Context: an optimization exercise on an open-source flow, tuned for small area, a short achievable clock period and few clock cycles per item. The choices shown serve that exercise and are no tape-out recipe.
Function was checked by simulation only, so behaviour that the tests miss may differ from the original.

==> flow/design.v (outline; a module is shown in full before it is edited, if it fits) <==
// module cvdsp_noise: 1203 lines
module cvdsp_noise (
    input  wire        clk,
    input  wire        rst,           
    input  wire        start,
    input  wire [1:0]  op,
    input  wire        clk_flag,      
    input  wire        hold_flag,     
    input  wire [2:0]  scale_sel,     
    input  wire [31:0] now,           
    input  wire [7:0]  pot_a,         
    input  wire [7:0]  pot_b,         
    input  wire [7:0]  pot3,          
    input  wire [15:0] raw_a,         
    input  wire [15:0] raw_b,         
    input  wire [31:0] arg,           
    input  wire [31:0] cfg_tmin,      
    input  wire [31:0] cfg_tmax,      
    input  wire [15:0] cfg_ext_thresh,  
    input  wire [31:0] cfg_pulse_us,  
    output wire        done,
    output wire  [13:0] quant_mv,      
    output wire         pulse,         
    output wire  [1:0]  fired,         
    output wire  [31:0] seed,          
    output wire  [13:0] cur_a,         
    output wire  [13:0] cur_b,         
    output wire  [31:0] last_a,        
    output wire  [31:0] last_b,        
    output wire  [2:0]  scale,         
    output wire         armed,         
    output wire  [31:0] pulse_until    
);
  // ...
==> flow/run.sh <==
#!/bin/bash
# synth_recipe.tcl (not shown) runs the flow's synth.tcl, then flattens the netlist and writes it again
# the make line also repeats each setting of config.mk as NAME=value (left out here)
make -C /OpenROAD-flow-scripts/flow DESIGN_CONFIG=/design/flow/config.mk WORK_HOME=/design/flow/orfs CLKGATE_MAP_FILE= SYNTH_SCRIPT=/design/flow/synth_recipe.tcl finish
==> flow/config.mk <==
export PLATFORM = sky130hd
export DESIGN_NAME = cvdsp_noise
export DESIGN_NICKNAME = cvdsp_noise
export VERILOG_FILES = /design/flow/design.v
export SDC_FILE = /design/flow/constraint.sdc
export NUM_CORES = 4
export LEC_CHECK = 0
export ABC_AREA = 1
export CAP_MARGIN = 20
export CORE_MARGIN = 2
export CORE_UTILIZATION = 60
export PLACE_DENSITY = 0.75
export SLEW_MARGIN = 20
==> flow/constraint.sdc <==
create_clock -name core_clock -period 22.0 [get_ports {clk}]
set_input_delay 4.4000 -clock core_clock [delete_from_list [all_inputs] [get_ports {clk}]]
set_output_delay 4.4000 -clock core_clock [all_outputs]
set_load 0.01 [all_outputs]
==> impl_metrics.py, run 1 <==
metrics = {
    "run_status": {
        "status": "finished clean",
    },
    "sta": {
        "report.final.setup_viol": 0,
    },
    "clock_network": {
        "cts_buffers": 31,
        "cts_max_level": 1,
    },
    "finish": {
        "final_area_um2": 85900,
        "drive_above_1_share_pct": 4.31,
        "num-nonclk-buffers": 580,
        "area_growth_pct": 8.71,
        "clkCellAreaFrac_pct": 1.27,
        "fin_cells": 12700,
        "biggestCellCategory": "multi-input combinational cells",
    },
    "placement": {
        "port_buffers": 419,
        "dp_slack_ps": 5320,
    },
    "die": {
        "io_pins": 420,
        "die_area_um2": 135000,
    },
    "critical_path": {
        "critical_path_depth": 48,
        "crit_path_end": "p1_v1[13]",
        "cp.required_ps": 22450,
        "cpLargestDelayFamily": "adder cells",
    },
    "route": {
        "firstDrtPassIters": 10,
        "wl_per_cell_um": 23.1,
        "drt_iter0_drc": 9923,
    },
    "synthesis": {
        "synthMuxAreaShare_pct": 0.279,
        "synth_top_family_by_area": "adder cells",
        "async_flop_share_pct": 0,
        "synth_nets": 12900,
    },
    "global_route": {
        "grt.busiest_layer": "met2",
    },
}
Testbench counts, summed over its fixed seeds: cycles 12,000, commands 12,000.
==> inputs of run 2 (changes only) <==
--- a/flow/design.v
+++ b/flow/design.v
@@ -905,135 +905,123 @@
     wire [11:0] r2 = s2[11:0];
     wire [15:0] c_a = cube_lut(pot_a);
     wire [15:0] c_b = cube_lut(pot_b);
     wire [32:0] m_span = {1'b0, cfg_tmin} - {1'b0, cfg_tmax};
     wire [31:0] el_a = now - st_last_a;
     wire [31:0] el_b = now - st_last_b;
     wire [12:0] w  = win_lut(pot3);
     wire [14:0] w2 = {1'b0, w, 1'b0};
-    wire [34:0] fa_mx = {{2{m_span[32]}}, m_span};
-    wire [2:0] fa_t0 = {c_a[1], c_a[0], 1'b0};
-    wire fa_one0 = fa_t0[1] ^ fa_t0[0];
-    wire fa_two0 = (fa_t0 == 3'b100) || (fa_t0 == 3'b011);
-    wire fa_neg0 = fa_t0[2];
-    wire [34:0] fa_pp0 = (({35{fa_one0}} & fa_mx) | ({35{fa_two0}} & {fa_mx[33:0], 1'b0})) ^ {35{fa_neg0}};
-    wire [49:0] fa_row0 = {{15{1'b0}}, ~fa_pp0[34], fa_pp0[33:0]} << 0;
-    wire [2:0] fa_t1 = {c_a[3], c_a[2], c_a[1]};
-    wire fa_one1 = fa_t1[1] ^ fa_t1[0];
-    wire fa_two1 = (fa_t1 == 3'b100) || (fa_t1 == 3'b011);
-    wire fa_neg1 = fa_t1[2];
-    wire [34:0] fa_pp1 = (({35{fa_one1}} & fa_mx) | ({35{fa_two1}} & {fa_mx[33:0], 1'b0})) ^ {35{fa_neg1}};
-    wire [49:0] fa_row1 = {{15{1'b0}}, ~fa_pp1[34], fa_pp1[33:0]} << 2;
-    wire [2:0] fa_t2 = {c_a[5], c_a[4], c_a[3]};
-    wire fa_one2 = fa_t2[1] ^ fa_t2[0];
-    wire fa_two2 = (fa_t2 == 3'b100) || (fa_t2 == 3'b011);
-    wire fa_neg2 = fa_t2[2];
-    wire [34:0] fa_pp2 = (({35{fa_one2}} & fa_mx) | ({35{fa_two2}} & {fa_mx[33:0], 1'b0})) ^ {35{fa_neg2}};
-    wire [49:0] fa_row2 = {{15{1'b0}}, ~fa_pp2[34], fa_pp2[33:0]} << 4;
-    wire [2:0] fa_t3 = {c_a[7], c_a[6], c_a[5]};
-    wire fa_one3 = fa_t3[1] ^ fa_t3[0];
-    wire fa_two3 = (fa_t3 == 3'b100) || (fa_t3 == 3'b011);
-    wire fa_neg3 = fa_t3[2];
-    wire [34:0] fa_pp3 = (({35{fa_one3}} & fa_mx) | ({35{fa_two3}} & {fa_mx[33:0], 1'b0})) ^ {35{fa_neg3}};
-    wire [49:0] fa_row3 = {{15{1'b0}}, ~fa_pp3[34], fa_pp3[33:0]} << 6;
-    wire [2:0] fa_t4 = {c_a[9], c_a[8], c_a[7]};
-    wire fa_one4 = fa_t4[1] ^ fa_t4[0];
-    wire fa_two4 = (fa_t4 == 3'b100) || (fa_t4 == 3'b011);
-    wire fa_neg4 = fa_t4[2];
-    wire [34:0] fa_pp4 = (({35{fa_one4}} & fa_mx) | ({35{fa_two4}} & {fa_mx[33:0], 1'b0})) ^ {35{fa_neg4}};
-    wire [49:0] fa_row4 = {{15{1'b0}}, ~fa_pp4[34], fa_pp4[33:0]} << 8;
-    wire [2:0] fa_t5 = {c_a[11], c_a[10], c_a[9]};
-    wire fa_one5 = fa_t5[1] ^ fa_t5[0];
-    wire fa_two5 = (fa_t5 == 3'b100) || (fa_t5 == 3'b011);
-    wire fa_neg5 = fa_t5[2];
-    wire [34:0] fa_pp5 = (({35{fa_one5}} & fa_mx) | ({35{fa_two5}} & {fa_mx[33:0], 1'b0})) ^ {35{fa_neg5}};
-    wire [49:0] fa_row5 = {{15{1'b0}}, ~fa_pp5[34], fa_pp5[33:0]} << 10;
-    wire [2:0] fa_t6 = {c_a[13], c_a[12], c_a[11]};
-    wire fa_one6 = fa_t6[1] ^ fa_t6[0];
-    wire fa_two6 = (fa_t6 == 3'b100) || (fa_t6 == 3'b011);
-    wire fa_neg6 = fa_t6[2];
-    wire [34:0] fa_pp6 = (({35{fa_one6}} & fa_mx) | ({35{fa_two6}} & {fa_mx[33:0], 1'b0})) ^ {35{fa_neg6}};
-    wire [49:0] fa_row6 = {{15{1'b0}}, ~fa_pp6[34], fa_pp6[33:0]} << 12;
-    wire [2:0] fa_t7 = {c_a[15], c_a[14], c_a[13]};
-    wire fa_one7 = fa_t7[1] ^ fa_t7[0];
-    wire fa_two7 = (fa_t7 == 3'b100) || (fa_t7 == 3'b011);
-    wire fa_neg7 = fa_t7[2];
-    wire [34:0] fa_pp7 = (({35{fa_one7}} & fa_mx) | ({35{fa_two7}} & {fa_mx[33:0], 1'b0})) ^ {35{fa_neg7}};
-    wire [49:0] fa_row7 = {{15{1'b0}}, ~fa_pp7[34], fa_pp7[33:0]} << 14;
-    wire [2:0] fa_t8 = {1'b0, 1'b0, c_a[15]};
-    wire fa_one8 = fa_t8[1] ^ fa_t8[0];
-    wire fa_two8 = (fa_t8 == 3'b100) || (fa_t8 == 3'b011);
-    wire fa_neg8 = fa_t8[2];
-    wire [34:0] fa_pp8 = (({35{fa_one8}} & fa_mx) | ({35{fa_two8}} & {fa_mx[33:0], 1'b0})) ^ {35{fa_neg8}};
-    wire [49:0] fa_row8 = {{15{1'b0}}, ~fa_pp8[34], fa_pp8[33:0]} << 16;
-    wire [14:0] fa_nb = {fa_neg7, 1'b0, fa_neg6, 1'b0, fa_neg5, 1'b0, fa_neg4, 1'b0, fa_neg3, 1'b0, fa_neg2, 1'b0, fa_neg1, 1'b0, fa_neg0};
+    wire [34:0] m_x1 = {{2{m_span[32]}}, m_span};
+    wire [34:0] m_x3 = ({3'd0, cfg_tmin} + {2'd0, cfg_tmin, 1'b0}) - ({3'd0, cfg_tmax} + {2'd0, cfg_tmax, 1'b0});
+    wire [3:0] fa0_t = {c_a[2], c_a[1], c_a[0], 1'b0};
+    wire [2:0] fa0_x = fa0_t[2:0] ^ {3{fa0_t[3]}};
+    wire fa0_s1 = !fa0_x[2] && (fa0_x[1] ^ fa0_x[0]);
+    wire fa0_s2 = !fa0_x[2] ? (fa0_x[1] && fa0_x[0]) : !(fa0_x[1] || fa0_x[0]);
+    wire fa0_s3 = fa0_x[2] && (fa0_x[1] ^ fa0_x[0]);
+    wire fa0_s4 = fa0_x[2] && fa0_x[1] && fa0_x[0];
+    wire [34:0] fa0_pp = (({35{fa0_s1}} & m_x1) | ({35{fa0_s2}} & {m_x1[33:0], 1'b0}) | ({35{fa0_s3}} & m_x3) | ({35{fa0_s4}} & {m_x1[32:0], 2'b0})) ^ {35{fa0_t[3]}};
+    wire [49:0] fa0_row = {{15{1'b0}}, ~fa0_pp[34], fa0_pp[33:0]} << 0;
+    wire [3:0] fa1_t = {c_a[5], c_a[4], c_a[3], c_a[2]};
+    wire [2:0] fa1_x = fa1_t[2:0] ^ {3{fa1_t[3]}};
+    wire fa1_s1 = !fa1_x[2] && (fa1_x[1] ^ fa1_x[0]);
+    wire fa1_s2 = !fa1_x[2] ? (fa1_x[1] && fa1_x[0]) : !(fa1_x[1] || fa1_x[0]);
+    wire fa1_s3 = fa1_x[2] && (fa1_x[1] ^ fa1_x[0]);
+    wire fa1_s4 = fa1_x[2] && fa1_x[1] && fa1_x[0];
+    wire [34:0] fa1_pp = (({35{fa1_s1}} & m_x1) | ({35{fa1_s2}} & {m_x1[33:0], 1'b0}) | ({35{fa1_s3}} & m_x3) | ({35{fa1_s4}} & {m_x1[32:0], 2'b0})) ^ {35{fa1_t[3]}};
+    wire [49:0] fa1_row = {{15{1'b0}}, ~fa1_pp[34], fa1_pp[33:0]} << 3;
+    wire [3:0] fa2_t = {c_a[8], c_a[7], c_a[6], c_a[5]};
+    wire [2:0] fa2_x = fa2_t[2:0] ^ {3{fa2_t[3]}};
+    wire fa2_s1 = !fa2_x[2] && (fa2_x[1] ^ fa2_x[0]);
+    wire fa2_s2 = !fa2_x[2] ? (fa2_x[1] && fa2_x[0]) : !(fa2_x[1] || fa2_x[0]);
+    wire fa2_s3 = fa2_x[2] && (fa2_x[1] ^ fa2_x[0]);
+    wire fa2_s4 = fa2_x[2] && fa2_x[1] && fa2_x[0];
+    wire [34:0] fa2_pp = (({35{fa2_s1}} & m_x1) | ({35{fa2_s2}} & {m_x1[33:0], 1'b0}) | ({35{fa2_s3}} & m_x3) | ({35{fa2_s4}} & {m_x1[32:0], 2'b0})) ^ {35{fa2_t[3]}};
+    wire [49:0] fa2_row = {{15{1'b0}}, ~fa2_pp[34], fa2_pp[33:0]} << 6;
+    wire [3:0] fa3_t = {c_a[11], c_a[10], c_a[9], c_a[8]};
+    wire [2:0] fa3_x = fa3_t[2:0] ^ {3{fa3_t[3]}};
+    wire fa3_s1 = !fa3_x[2] && (fa3_x[1] ^ fa3_x[0]);
+    wire fa3_s2 = !fa3_x[2] ? (fa3_x[1] && fa3_x[0]) : !(fa3_x[1] || fa3_x[0]);
+    wire fa3_s3 = fa3_x[2] && (fa3_x[1] ^ fa3_x[0]);
+    wire fa3_s4 = fa3_x[2] && fa3_x[1] && fa3_x[0];
+    wire [34:0] fa3_pp = (({35{fa3_s1}} & m_x1) | ({35{fa3_s2}} & {m_x1[33:0], 1'b0}) | ({35{fa3_s3}} & m_x3) | ({35{fa3_s4}} & {m_x1[32:0], 2'b0})) ^ {35{fa3_t[3]}};
+    wire [49:0] fa3_row = {{15{1'b0}}, ~fa3_pp[34], fa3_pp[33:0]} << 9;
+    wire [3:0] fa4_t = {c_a[14], c_a[13], c_a[12], c_a[11]};
+    wire [2:0] fa4_x = fa4_t[2:0] ^ {3{fa4_t[3]}};
+    wire fa4_s1 = !fa4_x[2] && (fa4_x[1] ^ fa4_x[0]);
+    wire fa4_s2 = !fa4_x[2] ? (fa4_x[1] && fa4_x[0]) : !(fa4_x[1] || fa4_x[0]);
+    wire fa4_s3 = fa4_x[2] && (fa4_x[1] ^ fa4_x[0]);
+    wire fa4_s4 = fa4_x[2] && fa4_x[1] && fa4_x[0];
+    wire [34:0] fa4_pp = (({35{fa4_s1}} & m_x1) | ({35{fa4_s2}} & {m_x1[33:0], 1'b0}) | ({35{fa4_s3}} & m_x3) | ({35{fa4_s4}} & {m_x1[32:0], 2'b0})) ^ {35{fa4_t[3]}};
+    wire [49:0] fa4_row = {{15{1'b0}}, ~fa4_pp[34], fa4_pp[33:0]} << 12;
+    wire [3:0] fa5_t = {1'b0, 1'b0, c_a[15], c_a[14]};
+    wire [2:0] fa5_x = fa5_t[2:0] ^ {3{fa5_t[3]}};
+    wire fa5_s1 = !fa5_x[2] && (fa5_x[1] ^ fa5_x[0]);
+    wire fa5_s2 = !fa5_x[2] ? (fa5_x[1] && fa5_x[0]) : !(fa5_x[1] || fa5_x[0]);
+    wire fa5_s3 = fa5_x[2] && (fa5_x[1] ^ fa5_x[0]);
+    wire fa5_s4 = fa5_x[2] && fa5_x[1] && fa5_x[0];
+    wire [34:0] fa5_pp = (({35{fa5_s1}} & m_x1) | ({35{fa5_s2}} & {m_x1[33:0], 1'b0}) | ({35{fa5_s3}} & m_x3) | ({35{fa5_s4}} & {m_x1[32:0], 2'b0})) ^ {35{fa5_t[3]}};
+    wire [49:0] fa5_row = {{15{1'b0}}, ~fa5_pp[34], fa5_pp[33:0]} << 15;
+    wire [14:0] fa_nb = {1'b0, 1'b0, fa4_t[3], 1'b0, 1'b0, fa3_t[3], 1'b0, 1'b0, fa2_t[3], 1'b0, 1'b0, fa1_t[3], 1'b0, 1'b0, fa0_t[3]};
     wire [49:0] fa_ra = {3'd0, el_a, {15{m_span[32]}}};
     wire [49:0] fa_rb = {3'd0, ~cfg_tmin, fa_nb};
-    wire [49:0] fa_d = fa_row0 + fa_row1 + fa_row2 + fa_row3 + fa_row4 + fa_row5 + fa_row6 + fa_row7 + fa_row8 + fa_ra + fa_rb + 50'd609868176195584;
+    wire [49:0] fa_d = fa0_row + fa1_row + fa2_row + fa3_row + fa4_row + fa5_row + fa_ra + fa_rb + 50'd341793497448448;
     wire tfire_a = !fa_d[49];
-    wire [34:0] fb_mx = {{2{m_span[32]}}, m_span};
-    wire [2:0] fb_t0 = {c_b[1], c_b[0], 1'b0};
-    wire fb_one0 = fb_t0[1] ^ fb_t0[0];
-    wire fb_two0 = (fb_t0 == 3'b100) || (fb_t0 == 3'b011);
-    wire fb_neg0 = fb_t0[2];
-    wire [34:0] fb_pp0 = (({35{fb_one0}} & fb_mx) | ({35{fb_two0}} & {fb_mx[33:0], 1'b0})) ^ {35{fb_neg0}};
-    wire [49:0] fb_row0 = {{15{1'b0}}, ~fb_pp0[34], fb_pp0[33:0]} << 0;
-    wire [2:0] fb_t1 = {c_b[3], c_b[2], c_b[1]};
-    wire fb_one1 = fb_t1[1] ^ fb_t1[0];
-    wire fb_two1 = (fb_t1 == 3'b100) || (fb_t1 == 3'b011);
-    wire fb_neg1 = fb_t1[2];
-    wire [34:0] fb_pp1 = (({35{fb_one1}} & fb_mx) | ({35{fb_two1}} & {fb_mx[33:0], 1'b0})) ^ {35{fb_neg1}};
-    wire [49:0] fb_row1 = {{15{1'b0}}, ~fb_pp1[34], fb_pp1[33:0]} << 2;
-    wire [2:0] fb_t2 = {c_b[5], c_b[4], c_b[3]};
-    wire fb_one2 = fb_t2[1] ^ fb_t2[0];
-    wire fb_two2 = (fb_t2 == 3'b100) || (fb_t2 == 3'b011);
-    wire fb_neg2 = fb_t2[2];
-    wire [34:0] fb_pp2 = (({35{fb_one2}} & fb_mx) | ({35{fb_two2}} & {fb_mx[33:0], 1'b0})) ^ {35{fb_neg2}};
-    wire [49:0] fb_row2 = {{15{1'b0}}, ~fb_pp2[34], fb_pp2[33:0]} << 4;
-    wire [2:0] fb_t3 = {c_b[7], c_b[6], c_b[5]};
-    wire fb_one3 = fb_t3[1] ^ fb_t3[0];
-    wire fb_two3 = (fb_t3 == 3'b100) || (fb_t3 == 3'b011);
-    wire fb_neg3 = fb_t3[2];
-    wire [34:0] fb_pp3 = (({35{fb_one3}} & fb_mx) | ({35{fb_two3}} & {fb_mx[33:0], 1'b0})) ^ {35{fb_neg3}};
-    wire [49:0] fb_row3 = {{15{1'b0}}, ~fb_pp3[34], fb_pp3[33:0]} << 6;
-    wire [2:0] fb_t4 = {c_b[9], c_b[8], c_b[7]};
-    wire fb_one4 = fb_t4[1] ^ fb_t4[0];
-    wire fb_two4 = (fb_t4 == 3'b100) || (fb_t4 == 3'b011);
-    wire fb_neg4 = fb_t4[2];
-    wire [34:0] fb_pp4 = (({35{fb_one4}} & fb_mx) | ({35{fb_two4}} & {fb_mx[33:0], 1'b0})) ^ {35{fb_neg4}};
-    wire [49:0] fb_row4 = {{15{1'b0}}, ~fb_pp4[34], fb_pp4[33:0]} << 8;
-    wire [2:0] fb_t5 = {c_b[11], c_b[10], c_b[9]};
-    wire fb_one5 = fb_t5[1] ^ fb_t5[0];
-    wire fb_two5 = (fb_t5 == 3'b100) || (fb_t5 == 3'b011);
-    wire fb_neg5 = fb_t5[2];
-    wire [34:0] fb_pp5 = (({35{fb_one5}} & fb_mx) | ({35{fb_two5}} & {fb_mx[33:0], 1'b0})) ^ {35{fb_neg5}};
-    wire [49:0] fb_row5 = {{15{1'b0}}, ~fb_pp5[34], fb_pp5[33:0]} << 10;
-    wire [2:0] fb_t6 = {c_b[13], c_b[12], c_b[11]};
-    wire fb_one6 = fb_t6[1] ^ fb_t6[0];
-    wire fb_two6 = (fb_t6 == 3'b100) || (fb_t6 == 3'b011);
-    wire fb_neg6 = fb_t6[2];
-    wire [34:0] fb_pp6 = (({35{fb_one6}} & fb_mx) | ({35{fb_two6}} & {fb_mx[33:0], 1'b0})) ^ {35{fb_neg6}};
-    wire [49:0] fb_row6 = {{15{1'b0}}, ~fb_pp6[34], fb_pp6[33:0]} << 12;
-    wire [2:0] fb_t7 = {c_b[15], c_b[14], c_b[13]};
-    wire fb_one7 = fb_t7[1] ^ fb_t7[0];
-    wire fb_two7 = (fb_t7 == 3'b100) || (fb_t7 == 3'b011);
-    wire fb_neg7 = fb_t7[2];
-    wire [34:0] fb_pp7 = (({35{fb_one7}} & fb_mx) | ({35{fb_two7}} & {fb_mx[33:0], 1'b0})) ^ {35{fb_neg7}};
-    wire [49:0] fb_row7 = {{15{1'b0}}, ~fb_pp7[34], fb_pp7[33:0]} << 14;
-    wire [2:0] fb_t8 = {1'b0, 1'b0, c_b[15]};
-    wire fb_one8 = fb_t8[1] ^ fb_t8[0];
-    wire fb_two8 = (fb_t8 == 3'b100) || (fb_t8 == 3'b011);
-    wire fb_neg8 = fb_t8[2];
-    wire [34:0] fb_pp8 = (({35{fb_one8}} & fb_mx) | ({35{fb_two8}} & {fb_mx[33:0], 1'b0})) ^ {35{fb_neg8}};
-    wire [49:0] fb_row8 = {{15{1'b0}}, ~fb_pp8[34], fb_pp8[33:0]} << 16;
-    wire [14:0] fb_nb = {fb_neg7, 1'b0, fb_neg6, 1'b0, fb_neg5, 1'b0, fb_neg4, 1'b0, fb_neg3, 1'b0, fb_neg2, 1'b0, fb_neg1, 1'b0, fb_neg0};
+    wire [3:0] fb0_t = {c_b[2], c_b[1], c_b[0], 1'b0};
+    wire [2:0] fb0_x = fb0_t[2:0] ^ {3{fb0_t[3]}};
+    wire fb0_s1 = !fb0_x[2] && (fb0_x[1] ^ fb0_x[0]);
+    wire fb0_s2 = !fb0_x[2] ? (fb0_x[1] && fb0_x[0]) : !(fb0_x[1] || fb0_x[0]);
+    wire fb0_s3 = fb0_x[2] && (fb0_x[1] ^ fb0_x[0]);
+    wire fb0_s4 = fb0_x[2] && fb0_x[1] && fb0_x[0];
+    wire [34:0] fb0_pp = (({35{fb0_s1}} & m_x1) | ({35{fb0_s2}} & {m_x1[33:0], 1'b0}) | ({35{fb0_s3}} & m_x3) | ({35{fb0_s4}} & {m_x1[32:0], 2'b0})) ^ {35{fb0_t[3]}};
+    wire [49:0] fb0_row = {{15{1'b0}}, ~fb0_pp[34], fb0_pp[33:0]} << 0;
+    wire [3:0] fb1_t = {c_b[5], c_b[4], c_b[3], c_b[2]};
+    wire [2:0] fb1_x = fb1_t[2:0] ^ {3{fb1_t[3]}};
+    wire fb1_s1 = !fb1_x[2] && (fb1_x[1] ^ fb1_x[0]);
+    wire fb1_s2 = !fb1_x[2] ? (fb1_x[1] && fb1_x[0]) : !(fb1_x[1] || fb1_x[0]);
+    wire fb1_s3 = fb1_x[2] && (fb1_x[1] ^ fb1_x[0]);
+    wire fb1_s4 = fb1_x[2] && fb1_x[1] && fb1_x[0];
+    wire [34:0] fb1_pp = (({35{fb1_s1}} & m_x1) | ({35{fb1_s2}} & {m_x1[33:0], 1'b0}) | ({35{fb1_s3}} & m_x3) | ({35{fb1_s4}} & {m_x1[32:0], 2'b0})) ^ {35{fb1_t[3]}};
+    wire [49:0] fb1_row = {{15{1'b0}}, ~fb1_pp[34], fb1_pp[33:0]} << 3;
+    wire [3:0] fb2_t = {c_b[8], c_b[7], c_b[6], c_b[5]};
+    wire [2:0] fb2_x = fb2_t[2:0] ^ {3{fb2_t[3]}};
+    wire fb2_s1 = !fb2_x[2] && (fb2_x[1] ^ fb2_x[0]);
+    wire fb2_s2 = !fb2_x[2] ? (fb2_x[1] && fb2_x[0]) : !(fb2_x[1] || fb2_x[0]);
+    wire fb2_s3 = fb2_x[2] && (fb2_x[1] ^ fb2_x[0]);
+    wire fb2_s4 = fb2_x[2] && fb2_x[1] && fb2_x[0];
+    wire [34:0] fb2_pp = (({35{fb2_s1}} & m_x1) | ({35{fb2_s2}} & {m_x1[33:0], 1'b0}) | ({35{fb2_s3}} & m_x3) | ({35{fb2_s4}} & {m_x1[32:0], 2'b0})) ^ {35{fb2_t[3]}};
+    wire [49:0] fb2_row = {{15{1'b0}}, ~fb2_pp[34], fb2_pp[33:0]} << 6;
+    wire [3:0] fb3_t = {c_b[11], c_b[10], c_b[9], c_b[8]};
+    wire [2:0] fb3_x = fb3_t[2:0] ^ {3{fb3_t[3]}};
+    wire fb3_s1 = !fb3_x[2] && (fb3_x[1] ^ fb3_x[0]);
+    wire fb3_s2 = !fb3_x[2] ? (fb3_x[1] && fb3_x[0]) : !(fb3_x[1] || fb3_x[0]);
+    wire fb3_s3 = fb3_x[2] && (fb3_x[1] ^ fb3_x[0]);
+    wire fb3_s4 = fb3_x[2] && fb3_x[1] && fb3_x[0];
+    wire [34:0] fb3_pp = (({35{fb3_s1}} & m_x1) | ({35{fb3_s2}} & {m_x1[33:0], 1'b0}) | ({35{fb3_s3}} & m_x3) | ({35{fb3_s4}} & {m_x1[32:0], 2'b0})) ^ {35{fb3_t[3]}};
+    wire [49:0] fb3_row = {{15{1'b0}}, ~fb3_pp[34], fb3_pp[33:0]} << 9;
+    wire [3:0] fb4_t = {c_b[14], c_b[13], c_b[12], c_b[11]};
+    wire [2:0] fb4_x = fb4_t[2:0] ^ {3{fb4_t[3]}};
+    wire fb4_s1 = !fb4_x[2] && (fb4_x[1] ^ fb4_x[0]);
+    wire fb4_s2 = !fb4_x[2] ? (fb4_x[1] && fb4_x[0]) : !(fb4_x[1] || fb4_x[0]);
+    wire fb4_s3 = fb4_x[2] && (fb4_x[1] ^ fb4_x[0]);
+    wire fb4_s4 = fb4_x[2] && fb4_x[1] && fb4_x[0];
+    wire [34:0] fb4_pp = (({35{fb4_s1}} & m_x1) | ({35{fb4_s2}} & {m_x1[33:0], 1'b0}) | ({35{fb4_s3}} & m_x3) | ({35{fb4_s4}} & {m_x1[32:0], 2'b0})) ^ {35{fb4_t[3]}};
+    wire [49:0] fb4_row = {{15{1'b0}}, ~fb4_pp[34], fb4_pp[33:0]} << 12;
+    wire [3:0] fb5_t = {1'b0, 1'b0, c_b[15], c_b[14]};
+    wire [2:0] fb5_x = fb5_t[2:0] ^ {3{fb5_t[3]}};
+    wire fb5_s1 = !fb5_x[2] && (fb5_x[1] ^ fb5_x[0]);
+    wire fb5_s2 = !fb5_x[2] ? (fb5_x[1] && fb5_x[0]) : !(fb5_x[1] || fb5_x[0]);
+    wire fb5_s3 = fb5_x[2] && (fb5_x[1] ^ fb5_x[0]);
+    wire fb5_s4 = fb5_x[2] && fb5_x[1] && fb5_x[0];
+    wire [34:0] fb5_pp = (({35{fb5_s1}} & m_x1) | ({35{fb5_s2}} & {m_x1[33:0], 1'b0}) | ({35{fb5_s3}} & m_x3) | ({35{fb5_s4}} & {m_x1[32:0], 2'b0})) ^ {35{fb5_t[3]}};
+    wire [49:0] fb5_row = {{15{1'b0}}, ~fb5_pp[34], fb5_pp[33:0]} << 15;
+    wire [14:0] fb_nb = {1'b0, 1'b0, fb4_t[3], 1'b0, 1'b0, fb3_t[3], 1'b0, 1'b0, fb2_t[3], 1'b0, 1'b0, fb1_t[3], 1'b0, 1'b0, fb0_t[3]};
     wire [49:0] fb_ra = {3'd0, el_b, {15{m_span[32]}}};
     wire [49:0] fb_rb = {3'd0, ~cfg_tmin, fb_nb};
-    wire [49:0] fb_d = fb_row0 + fb_row1 + fb_row2 + fb_row3 + fb_row4 + fb_row5 + fb_row6 + fb_row7 + fb_row8 + fb_ra + fb_rb + 50'd609868176195584;
+    wire [49:0] fb_d = fb0_row + fb1_row + fb2_row + fb3_row + fb4_row + fb5_row + fb_ra + fb_rb + 50'd341793497448448;
     wire tfire_b = !fb_d[49];
     wire [15:0] w1_mx = {{1{w2[14]}}, w2};
     wire [2:0] w1_t0 = {r1[1], r1[0], 1'b0};
     wire w1_one0 = w1_t0[1] ^ w1_t0[0];
     wire w1_two0 = (w1_t0 == 3'b100) || (w1_t0 == 3'b011);
     wire w1_neg0 = w1_t0[2];
     wire [15:0] w1_pp0 = (({16{w1_one0}} & w1_mx) | ({16{w1_two0}} & {w1_mx[14:0], 1'b0})) ^ {16{w1_neg0}};
     wire [27:0] w1_row0 = {{12{1'b0}}, ~w1_pp0[15], w1_pp0[14:0]} << 0;
==> flow/config.mk (replaced) <==
export PLATFORM = sky130hd
export DESIGN_NAME = cvdsp_noise
export DESIGN_NICKNAME = cvdsp_noise
export VERILOG_FILES = /design/flow/design.v
export SDC_FILE = /design/flow/constraint.sdc
export NUM_CORES = 4
export LEC_CHECK = 0
export ABC_AREA = 1
export CAP_MARGIN = 20
export CORE_MARGIN = 2
export CORE_UTILIZATION = 40
export PLACE_DENSITY = 0.6
export SLEW_MARGIN = 20
==> run 2 against run 1 <==
Still clean on timing, DRC and antenna. Critical path depth is 2 higher. Setup slack worse by 1600 ps. Maximum frequency shrank 8.8%. Area after synthesis shrank 0.66%. Register-to-register slack improved by 560 ps. Clock skew is 21 ps lower. Design area rose by 1.1%. Hold slack better by 1.5 ps. Critical path type unchanged. Highest routed layer unchanged.
==> impl_metrics.py, run 2 <==
metrics = {
    "global_route": {
        "grt_pass1_vias": 81300,
        "overflow": 0,
        "antenna_found_initial": 20,
        "grt_max_degree": 69,
        "grt_pass1_wl_mm": 523,
        "grtUsageTotal_pct": 34.5,
    },
    "clock_network": {
        "cts_max_level": 2,
        "cts_hold_buf": 0,
        "postCtsSetupBuffers": 0,
        "clkSinkCount": 261,
        "cts-root-buf": "clkbuf_16",
        "clk_pin_slew_ps": 60,
        "cts_resized": 0,
        "clock_latency_ps": 570,
        "cts_buffer_depth": 3,
        "cts_tree": "yes",
        "cts_buffers": 36,
    },
    "route": {
        "wl_met3_mm": 31.3,
        "maxUsedRoutingLayer": "met5",
        "vias_per_cell": 5.84,
        "wl_per_cell_um": 25.1,
        "vias": 82700,
        "wl_met2_mm": 157,
        "routed_wl_mm": 355,
        "wirelength_met1_mm": 144,
        "remaining_drc_errors": 0,
        "firstDrtPassIters": 8,
        "drt_iter0_drc": 8376,
        "postRouteAntennaNets": 0,
    },
    "finish": {
        "area_growth_pct": 10.6,
        "drive_above_1_share_pct": 4.95,
        "final_nets": 13400,
        "layout_commonest_cell": "inv_1",
        "most-common-layout-cells": "inv_1, nand2_1, ha_1",
        "fin_util_pct": 44.5,
        "fin_cells": 14200,
    },
    "synthesis": {
        "synth_seq_cells": 261,
        "synth_edf_count": 0,
        "synth-compound-area-share_pct": 20.5,
        "synth_commonest_cells": "inv_1, nand2_1, ha_1, a21oi_1, o21ai_0",
        "synthMuxAreaShare_pct": 0.115,
        "synth_warnings": 1,
        "synth_top_family_by_area": "adder cells",
        "synth_simple_gate_area_share_pct": 17.5,
        "async_flop_share_pct": 0,
        "synth_top_area_share_pct": 16.7,
        "synth_most_common_cell": "inv_1",
        "synthAdderAreaFrac_pct": 32.6,
        "yosys.cell_types.count": 87,
        "ys.flop_type": "dfxtp_1",
        "yosys.area.top_type": "fa_1",
        "syn_inst": 11300,
        "seq_area_frac_synth_pct": 6.66,
        "syn_area_per_cell_um2": 6.93,
        "synth_area_leaders": "fa_1, ha_1, inv_1",
        "synth_nets": 13200,
        "synthXorXnorAreaFrac_pct": 10.3,
        "syn-cell-area_um2": 78500,
    },
    "critical_path": {
        "slowest_stage": "clkdlybuf4s50_1",
        "path_buf_inv": 15,
        "arrival_ps": 18410,
        "max_stage_delay_ps": 1000,
        "critical_path_depth": 50,
        "worstSetupPathType": "primary input to flop",
        "rr_worst_depth": 52,
        "worstSetupEndpointType": "flop",
        "cp.required_ps": 22470,
        "path_max_fanout": 37,
        "start_kind": "primary input",
        "cpLargestDelayFamily": "simple AND/OR/NAND/NOR gates",
    },
    "worst_hold_path": {
        "hold_class": "flop to flop",
        "hold_depth": 2,
    },
    "flow_run": {
        "max_cap_viol_count": 0,
    },
    "sta": {
        "rsz0062_at_grt": "no",
        "fmax_mhz": 55.7,
        "fin_setup_tns_ps": 0,
        "finalHoldViolCount": 0,
        "period_share_pct": 81.6,
        "worst-slew-pin-transition_ps": 1260,
        "finalMaxSlewViolations": 0,
        "skew_ps": 30.0,
        "report.final.setup_viol": 0,
        "worst_slack_ps": 4060,
        "period_needed_ps": 17940,
        "slew_headroom_pct": 16.1,
    },
    "die": {
        "io_pins": 420,
        "start_util_pct": 40.2,
        "core_um2": 195000,
        "die_h_um": 447,
        "die_w_um": 447,
        "die_area_um2": 200000,
        "row_count": 162,
    },
    "placement": {
        "port_buffers": 419,
        "gp_congestion": 1.03,
        "place_inst": 14100,
        "dp_slack_ps": 4000,
        "post-dp-hpwl_mm": 280,
    },
    "run_status": {
        "status": "finished clean",
    },
}
-- run 2: cell types whose count changed in the layout (fill, tap and decap cells not counted), sizes merged, moves of 23 or more --
cell | before | now
fa | 801 | 656
nand3 | 343 | 395
xor2 | 907 | 719
xnor2 | 149 | 187
o21ai | 575 | 902
o211ai | 67 | 96
buf | 165 | 222
inv | 1930 | 1963
a221oi | 21 | 60
a21oi | 688 | 890
or2 | 35 | 59
nand2 | 1532 | 1869
nor2 | 732 | 709
o22ai | 705 | 414
-- run 2: logic make-up (layout without fill, tap and decap cells) --
kind of cell | after synthesis | after routing
muxes | 9 | 9
adders and majority gates | 1649 | 1649
AOI/OAI and AO/OA | 2757 | 2757
and+or+nand+nor | 3248 | 3248
other | 0 | 14
DFF | 261 | 261
xor gates and xnor gates | 906 | 906
buffers and inverters | 2486 | 2688
-- run 2: area by class of cell --
cell class                      instances  area (um^2)
Sequential cell                       261         5230
Clock buffer                           49         1040
Clock inverter                         15          164
Fill cell                           20400       108000
Inverter                             1987         7460
Antenna cell                           14         35.0
Tap cell                             2624         3280
Timing Repair Buffer                  637         5820
Multi-Input combinational cell       8569        63800
-- run 2: worst paths after layout --
kind / endpoint / start / slack [ps]
worst min-delay path: st_cur_b[10] / st_cur_b[10] / 480
worst max-delay path: st_seed[0] / pot_b[0] / 4060
worst min register to register: st_cur_b[10] / st_cur_b[10] / 480
worst max register to register: p1_v2[12] / st_seed[8] / 9950
-- run 2: per-layer routing --
| metal | vias up | GRT usage (%) |
|---|---|---|
| met5 | - | 0 |
| met2 | 4404 | 54.8 |
| met4 | 6 | 18.7 |
| li1 | 37600 | - |
| met3 | 1108 | 6.36 |
| met1 | 39600 | 44.2 |
-- run 2: stage by stage --
step           instance area [um^2]  hold slack (ps)
2_1_floorplan                 78500              438
6_report                      86800              475
3_5_place_dp                  85500              464
4_1_cts                       86700              476
5_1_grt                       86800              492
3_3_place_gp                  85500              453
-- run 2: tightest hold or removal path: stages, from the launching register on --
cell,delay (ps)
dfxtp_1,300
nand2_1,70
a21oi_1,60
Testbench counts of run 2, summed over its fixed seeds: cycles 12,000, commands 12,000.

## afterwards: timing with drivers on the ports
How much do the figures lean on ideal ports? The routed layouts below were timed once more, with nothing changed but the port constraints. Step 1: set_driving_cell puts a clkbuf_16 on clk and a buf_2 on each other input, an assumption about the parent block. Step 2 times the ports against the registers' clock, not the clock port: input delays grow and output delays shrink by t, the midpoint of the rising clock arrivals with the driver on. a / b / c = ideal / step 1 / step 2; a / b = the first two.
run | shift t [ns] | slack for setup (ns) | worst setup path at the end | clock arrival spread, ns | pins driven straight from the clock port
run 1 | 0.672 | 5.636 / 5.681 / 5.009 | input to register | 0.052 / 0.052 | 1
run 2 | 0.631 | 4.058 / 4.105 / 3.475 | input to register | 0.030 / 0.031 | 1
After both steps setup and hold are still met in every run listed. The setup slack of run 1, which loses most, moves by +0.045 ns with the drivers and by -0.627 ns with both steps.
